What follows belongs to an exercise in optimizing a design on an open flow for small area; a production flow would make more cautious choices.
Power is estimated from default activity; no workload was simulated.

## exp/lagoon
==> flow/design.v <==
module ca_core (
    input  wire        clk,
    input  wire        rst,           
    output wire        imem_re,
    output wire [9:0]  imem_addr,
    input  wire [15:0] imem_rdata,
    output wire        dmem_re,
    output wire        dmem_we,
    output wire [15:0] dmem_addr,
    output wire [7:0]  dmem_wdata,
    input  wire [7:0]  dmem_rdata,
    output wire        halted,
    output wire        fault,
    output wire [15:0] fault_pc,
    output wire [15:0] fault_word,
    output wire        eff_valid,
    output wire [15:0] eff_pc,
    output wire        eff_reg_we,
    output wire [5:0]  eff_reg_idx,
    output wire [7:0]  eff_reg_val,
    output wire        eff_mem_we,
    output wire [10:0] eff_mem_addr,
    output wire [7:0]  eff_mem_val,
    output wire        eff_redirect,
    output wire [15:0] eff_target,
    output wire [4:0]  eff_sreg,
    output wire [4:0]  obs_sreg
);
    reg  [255:0] ring0;           
    reg  [255:0] ring1;           
    reg  [4:0]   cnt;             
    reg          clr;             
    reg  [9:0]   pc;
    reg          ovf;             
    reg          bvalid;          
    reg  [7:0]   breg;
    reg          rs5_q;           
    reg  [3:0]   op_q;            
    reg          sr_z, sr_n, sr_c, sr_v, sr_s;
    wire [15:0] w  = imem_rdata;
    wire [3:0]  op = w[15:12];
    wire [5:0]  rs = w[11:6];
    wire [5:0]  lo = w[5:0];
    wire op_add  = (op == 4'd0);
    wire op_sub  = (op == 4'd1);
    wire op_mul  = (op == 4'd2);
    wire op_movi = (op == 4'd3);
    wire op_beqz = (op == 4'd4);
    wire op_andi = (op == 4'd5);
    wire op_eor  = (op == 4'd6);
    wire op_br   = (op == 4'd7);
    wire op_sal  = (op == 4'd8);
    wire op_sar  = (op == 4'd9);
    wire op_ldr  = (op == 4'd10);
    wire op_str  = (op == 4'd11);
    wire rfmt    = op_add | op_sub | op_mul | op_eor | op_br;
    wire x_add  = (op_q == 4'd0);
    wire x_sub  = (op_q == 4'd1);
    wire x_mul  = (op_q == 4'd2);
    wire x_movi = (op_q == 4'd3);
    wire x_beqz = (op_q == 4'd4);
    wire x_andi = (op_q == 4'd5);
    wire x_eor  = (op_q == 4'd6);
    wire x_br   = (op_q == 4'd7);
    wire x_sal  = (op_q == 4'd8);
    wire x_sar  = (op_q == 4'd9);
    wire x_ldr  = (op_q == 4'd10);
    wire x_str  = (op_q == 4'd11);
    wire invalid = op[3] & op[2];
    wire endw    = (w == 16'h0000);
    wire [7:0] h0 = clr ? 8'h00 : ring0[7:0];
    wire [7:0] h1 = clr ? 8'h00 : ring1[7:0];
    wire [7:0] head  = (bvalid ? rs5_q : lo[5]) ? h1 : h0;
    wire [7:0] a     = head;
    wire [7:0] bhead = head;
    wire       rs_hit = (cnt == rs[4:0]);
    wire       rt_hit = (cnt == lo[4:0]);
    wire       shift  = op_sal | op_sar;
    wire       big    = lo[5] | lo[4] | lo[3];
    wire [7:0] onehot = big ? 8'h00 : (8'h01 << lo[2:0]);
    wire [7:0] bsrc   = rfmt ? (bhead ^ {8{op_sub}}) : shift ? onehot : {lo[5], lo[5], lo};
    wire       bready = !rfmt || rt_hit;
    wire [7:0] b      = breg;
    wire exec = !ovf && !invalid && !endw && rs_hit && bvalid;
    wire [7:0] bx   = b;
    wire [8:0] ac;
    wire [8:0] sum;
    assign ac[0] = x_sub;
    genvar ga;
    generate for (ga = 0; ga < 8; ga = ga + 1) begin : g_add
        assign sum[ga]   = a[ga] ^ bx[ga] ^ ac[ga];
        assign ac[ga + 1] = (a[ga] & bx[ga]) | (ac[ga] & (a[ga] ^ bx[ga]));
    end endgenerate
    assign sum[8] = ac[8];
    wire [7:0] arev  = {a[0], a[1], a[2], a[3], a[4], a[5], a[6], a[7]};
    wire [7:0] fill  = big ? 8'hff : (8'h01 << lo[2:0]) - 8'h01;
    wire [7:0] mx    = x_sar ? arev : a;
    wire [7:0] acc [0:7];
    assign acc[0] = mx & {8{b[0]}};
    genvar gj, gk;
    generate for (gj = 1; gj < 8; gj = gj + 1) begin : g_row
        wire [8:0] c;
        assign c[gj] = 1'b0;
        for (gk = 0; gk < 8; gk = gk + 1) begin : g_col
            if (gk < gj) begin : g_keep
                assign acc[gj][gk] = acc[gj-1][gk];
            end else begin : g_add
                wire x = acc[gj-1][gk];
                wire y = mx[gk-gj] & b[gj];
                assign acc[gj][gk] = x ^ y ^ c[gk];
                assign c[gk+1]     = (x & y) | (c[gk] & (x ^ y));
            end
        end
    end endgenerate
    wire [7:0] prod = acc[7];
    wire [7:0] prs   = prod | (fill & {8{a[7] & x_sar}});
    wire [7:0] srev  = {prs[0], prs[1], prs[2], prs[3], prs[4], prs[5], prs[6], prs[7]};
    reg [7:0] r;
    always @(*) begin
        case (op_q)
            4'd0, 4'd1: r = sum[7:0];
            4'd2, 4'd8: r = prod;
            4'd5:       r = a & b;
            4'd6:       r = a ^ b;
            4'd9:       r = srev;
            4'd10:      r = dmem_rdata;
            default:    r = b;
        endcase
    end
    wire wr_reg = x_add | x_sub | x_mul | x_movi | x_andi | x_eor |
                  x_sal | x_sar | x_ldr;
    wire wr_zn  = x_add | x_sub | x_mul | x_andi | x_eor | x_sal | x_sar;
    wire wr_cvs = x_add | x_sub;
    wire c_new = x_sub ? !sum[8] : sum[8];
    wire v_new = (a[7] == bx[7]) && (sum[7] != a[7]);
    wire new_z = wr_zn  ? (r == 8'h00)   : sr_z;
    wire new_n = wr_zn  ? r[7]           : sr_n;
    wire new_c = wr_cvs ? c_new          : sr_c;
    wire new_v = wr_cvs ? v_new          : sr_v;
    wire new_s = wr_cvs ? (r[7] ^ v_new) : sr_s;
    wire        taken_beqz = x_beqz && (a == 8'h00);
    wire [5:0]  offs = taken_beqz ? lo : 6'd0;
    wire        neg  = taken_beqz & lo[5];
    wire [16:0] ic;
    wire [15:0] inc;
    wire [15:0] ia = {6'd0, pc};
    wire [15:0] ib = {{10{neg}}, offs};
    assign ic[0] = 1'b1;
    genvar gi;
    generate for (gi = 0; gi < 16; gi = gi + 1) begin : g_inc
        assign inc[gi]    = ia[gi] ^ ib[gi] ^ ic[gi];
        assign ic[gi + 1] = (ia[gi] & ib[gi]) | (ic[gi] & (ia[gi] ^ ib[gi]));
    end endgenerate
    wire        redirect = taken_beqz | x_br;
    wire [15:0] target   = x_br ? {a, b} : inc;
    wire w0 = exec && wr_reg && !rs[5];
    wire w1 = exec && wr_reg &&  rs[5];
    always @(posedge clk) begin
        ring0 <= {(w0 ? r : h0), ring0[255:8]};
        ring1 <= {(w1 ? r : h1), ring1[255:8]};
        if (!bvalid)
            breg <= bsrc;
        rs5_q <= rs[5];
        op_q  <= op;
        if (rst) begin
            cnt    <= 5'd0;
            clr    <= 1'b1;
            pc     <= 10'd0;
            ovf    <= 1'b0;
            bvalid <= 1'b0;
            sr_z   <= 1'b0;
            sr_n   <= 1'b0;
            sr_c   <= 1'b0;
            sr_v   <= 1'b0;
            sr_s   <= 1'b0;
        end else begin
            cnt <= cnt + 5'd1;
            if (cnt == 5'd31)
                clr <= 1'b0;
            bvalid <= !exec && (bvalid || bready);
            if (exec) begin
                sr_z <= new_z;
                sr_n <= new_n;
                sr_c <= new_c;
                sr_v <= new_v;
                sr_s <= new_s;
                pc   <= target[9:0];
                ovf  <= |target[15:10];
            end
        end
    end
    assign imem_re   = 1'b1;
    assign imem_addr = pc;
    assign dmem_re    = 1'b1;
    assign dmem_we    = exec && x_str;
    assign dmem_addr  = {{10{lo[5]}}, lo};
    assign dmem_wdata = a;
    assign halted     = ovf || endw;
    assign fault      = !ovf && invalid;
    assign fault_pc   = {6'd0, pc};
    assign fault_word = w;
    assign eff_valid    = exec;
    assign eff_pc       = {6'd0, pc};
    assign eff_reg_we   = wr_reg;
    assign eff_reg_idx  = rs;
    assign eff_reg_val  = r;
    assign eff_mem_we   = x_str && !lo[5];
    assign eff_mem_addr = {{5{lo[5]}}, lo};
    assign eff_mem_val  = a;
    assign eff_redirect = redirect;
    assign eff_target   = target;
    assign eff_sreg     = {new_c, new_v, new_n, new_s, new_z};
    assign obs_sreg = {sr_c, sr_v, sr_n, sr_s, sr_z};
endmodule
==> flow/config.mk <==
export PLATFORM = sky130hd
export DESIGN_NAME = ca_core
export DESIGN_NICKNAME = ca_core
export VERILOG_FILES = /design/flow/design.v
export SDC_FILE = /design/flow/constraint.sdc
export NUM_CORES = 4
export LEC_CHECK = 0
export ABC_AREA = 1
export CAP_MARGIN = 20
export CORE_MARGIN = 2
export CORE_UTILIZATION = 55
export GPL_TIMING_DRIVEN = 0
export SLEW_MARGIN = 20
==> flow/constraint.sdc <==
create_clock -name core_clock -period 10.0 [get_ports {clk}]
set_input_delay 2.0000 -clock core_clock [delete_from_list [all_inputs] [get_ports {clk}]]
set_output_delay 2.0000 -clock core_clock [all_outputs]
set_load 0.01 [all_outputs]
standard.sh (not shown) runs the stock make flow with config.mk's settings and CLKGATE_MAP_FILE= SYNTH_SCRIPT=/design/flow/synth_recipe.tcl, a recipe that flattens the netlist after the stock synthesis.
==> flow/flow/run.sh <==
#!/bin/bash
# The standard layout (standard.sh) with these changes:
#  - synthesis is the standard synthesis except that ABC maps the logic
#    for area with flow/area.abc (flow/synth_area.tcl); registers are mapped
#    exactly as in the standard synthesis; full adders are not extracted
#    (ADDER_MAP_FILE empty), so ABC maps the adders too,
#  - the netlist's buffers are removed at floorplan (REMOVE_ABC_BUFFERS),
#  - ports are buffered with sky130_fd_sc_hd__buf_1,
#  - clock tree synthesis builds larger sink clusters and adds no dummy loads.
# Every tool's output goes to standard.log (ORFS keeps per-step logs too).
set -uo pipefail
here=$(pwd)
export BUFFER_PORTS_ARGS="-buffer_cell sky130_fd_sc_hd__buf_1"
export REMOVE_ABC_BUFFERS=1
export CTS_ARGS="-sink_clustering_enable -repair_clock_nets -dont_use_dummy_load -buf_list sky130_fd_sc_hd__clkbuf_16 -sink_clustering_size 30 -sink_clustering_max_diameter 100"
export AREA_ABC_SCRIPT="$here/flow/area.abc"
sed "s#SYNTH_SCRIPT=[^ ]*#SYNTH_SCRIPT=$here/flow/synth_area.tcl ADDER_MAP_FILE=#" standard.sh > area_standard.sh
if ! grep -q "SYNTH_SCRIPT=$here/flow/synth_area.tcl" area_standard.sh; then
  echo "could not point standard.sh at flow/synth_area.tcl" >&2
  exit 1
fi
bash area_standard.sh > standard.log 2>&1
==> flow/flow/area.abc <==
strash
dch -f
amap
==> flow/flow/synth_area.tcl <==
# The standard synthesis (synth_recipe.tcl), except that ABC maps for
# area with the script in area.abc instead of ORFS's abc_area.script.
proc synth {args} { yosys synth -nofsm -noshare {*}$args }
proc abc {args} {
  set i [lsearch -exact $args -script]
  if {$i >= 0} {
    set args [lreplace $args $i [expr {$i + 1}] -script $::env(AREA_ABC_SCRIPT)]
  }
  yosys abc {*}$args
}
source $::env(SCRIPTS_DIR)/synth.tcl
# left out here: clear keep_hierarchy, flatten, clean up, hide names made inside functions, write 1_2_yosys.v
[exp/lagoon] flow finished | final checks: failed | reasons: setup timing
--- input diff exp/lagoon..exp/umber ---
--- a/flow/design.v
+++ b/flow/design.v
@@ -70,9 +70,8 @@
     wire endw    = (w == 16'h0000);
     wire [7:0] h0 = clr ? 8'h00 : ring0[7:0];
     wire [7:0] h1 = clr ? 8'h00 : ring1[7:0];
-    wire [7:0] head  = (bvalid ? rs5_q : lo[5]) ? h1 : h0;
-    wire [7:0] a     = head;
-    wire [7:0] bhead = head;
+    wire [7:0] a     = rs5_q ? h1 : h0;
+    wire [7:0] bhead = lo[5] ? h1 : h0;
     wire       rs_hit = (cnt == rs[4:0]);
     wire       rt_hit = (cnt == lo[4:0]);
     wire       shift  = op_sal | op_sar;
No stage failed in exp/umber, and the final checks on the layout all came back clean. Although exp/lagoon finished all stages, its layout failed final checks on setup timing. Between exp/lagoon and exp/umber, the clock power is lower for exp/umber. Comparing exp/lagoon and exp/umber, the lower total routed wire length on the met1 layer was measured on exp/lagoon. The number of buffer and inverter instances along the worst setup path in exp/umber was lower than what exp/lagoon gave. All-layer global routing usage across exp/lagoon and exp/umber: no real change. The combinational fraction of design power in exp/umber sits 1.5 points below the value recorded for exp/lagoon. Of exp/lagoon and exp/umber, exp/umber shows the higher sequential share of layout area, with exp/lagoon below it. Power dissipated by switching net loads: exp/umber better than exp/lagoon. Final cell area: exp/umber below exp/lagoon. exp/umber and exp/lagoon ended up with roughly the same final cell count.
No run of this note included a check of the RTL's function; only the layout flow was run.

-- separate check: timing with driven ports --
In the flow no input, the clock included, has a driving cell. The finished layouts below were timed again as built, in two steps. Step 1, drivers: a clkbuf_16 drives clk and a buf_2 each remaining input, both assumed. Step 2 moves the port delays by t, midway between the first and last clock arrival at a register: inputs arrive t later, outputs are due t later. That takes back most of the time a late clock gives input paths. a / b / c = ideal ports / drivers / drivers and shift; a / b = the first two.
run	t (ns)	setup WS [ns]	hold slack, ns	worst setup path after step 2	slew at the worst register clock pin (ns)
exp/lagoon	0.563	-0.029 / -0.116 / -0.116	0.270 / 0.270 / 0.270	input to output	0.10 / 0.10
exp/umber	0.574	0.690 / 0.642 / 1.215	0.324 / 0.324 / 0.324	register to output	0.10 / 0.10
The setup slack of exp/lagoon, which loses most, moves by -0.087 ns with the drivers and by -0.087 ns with both steps.
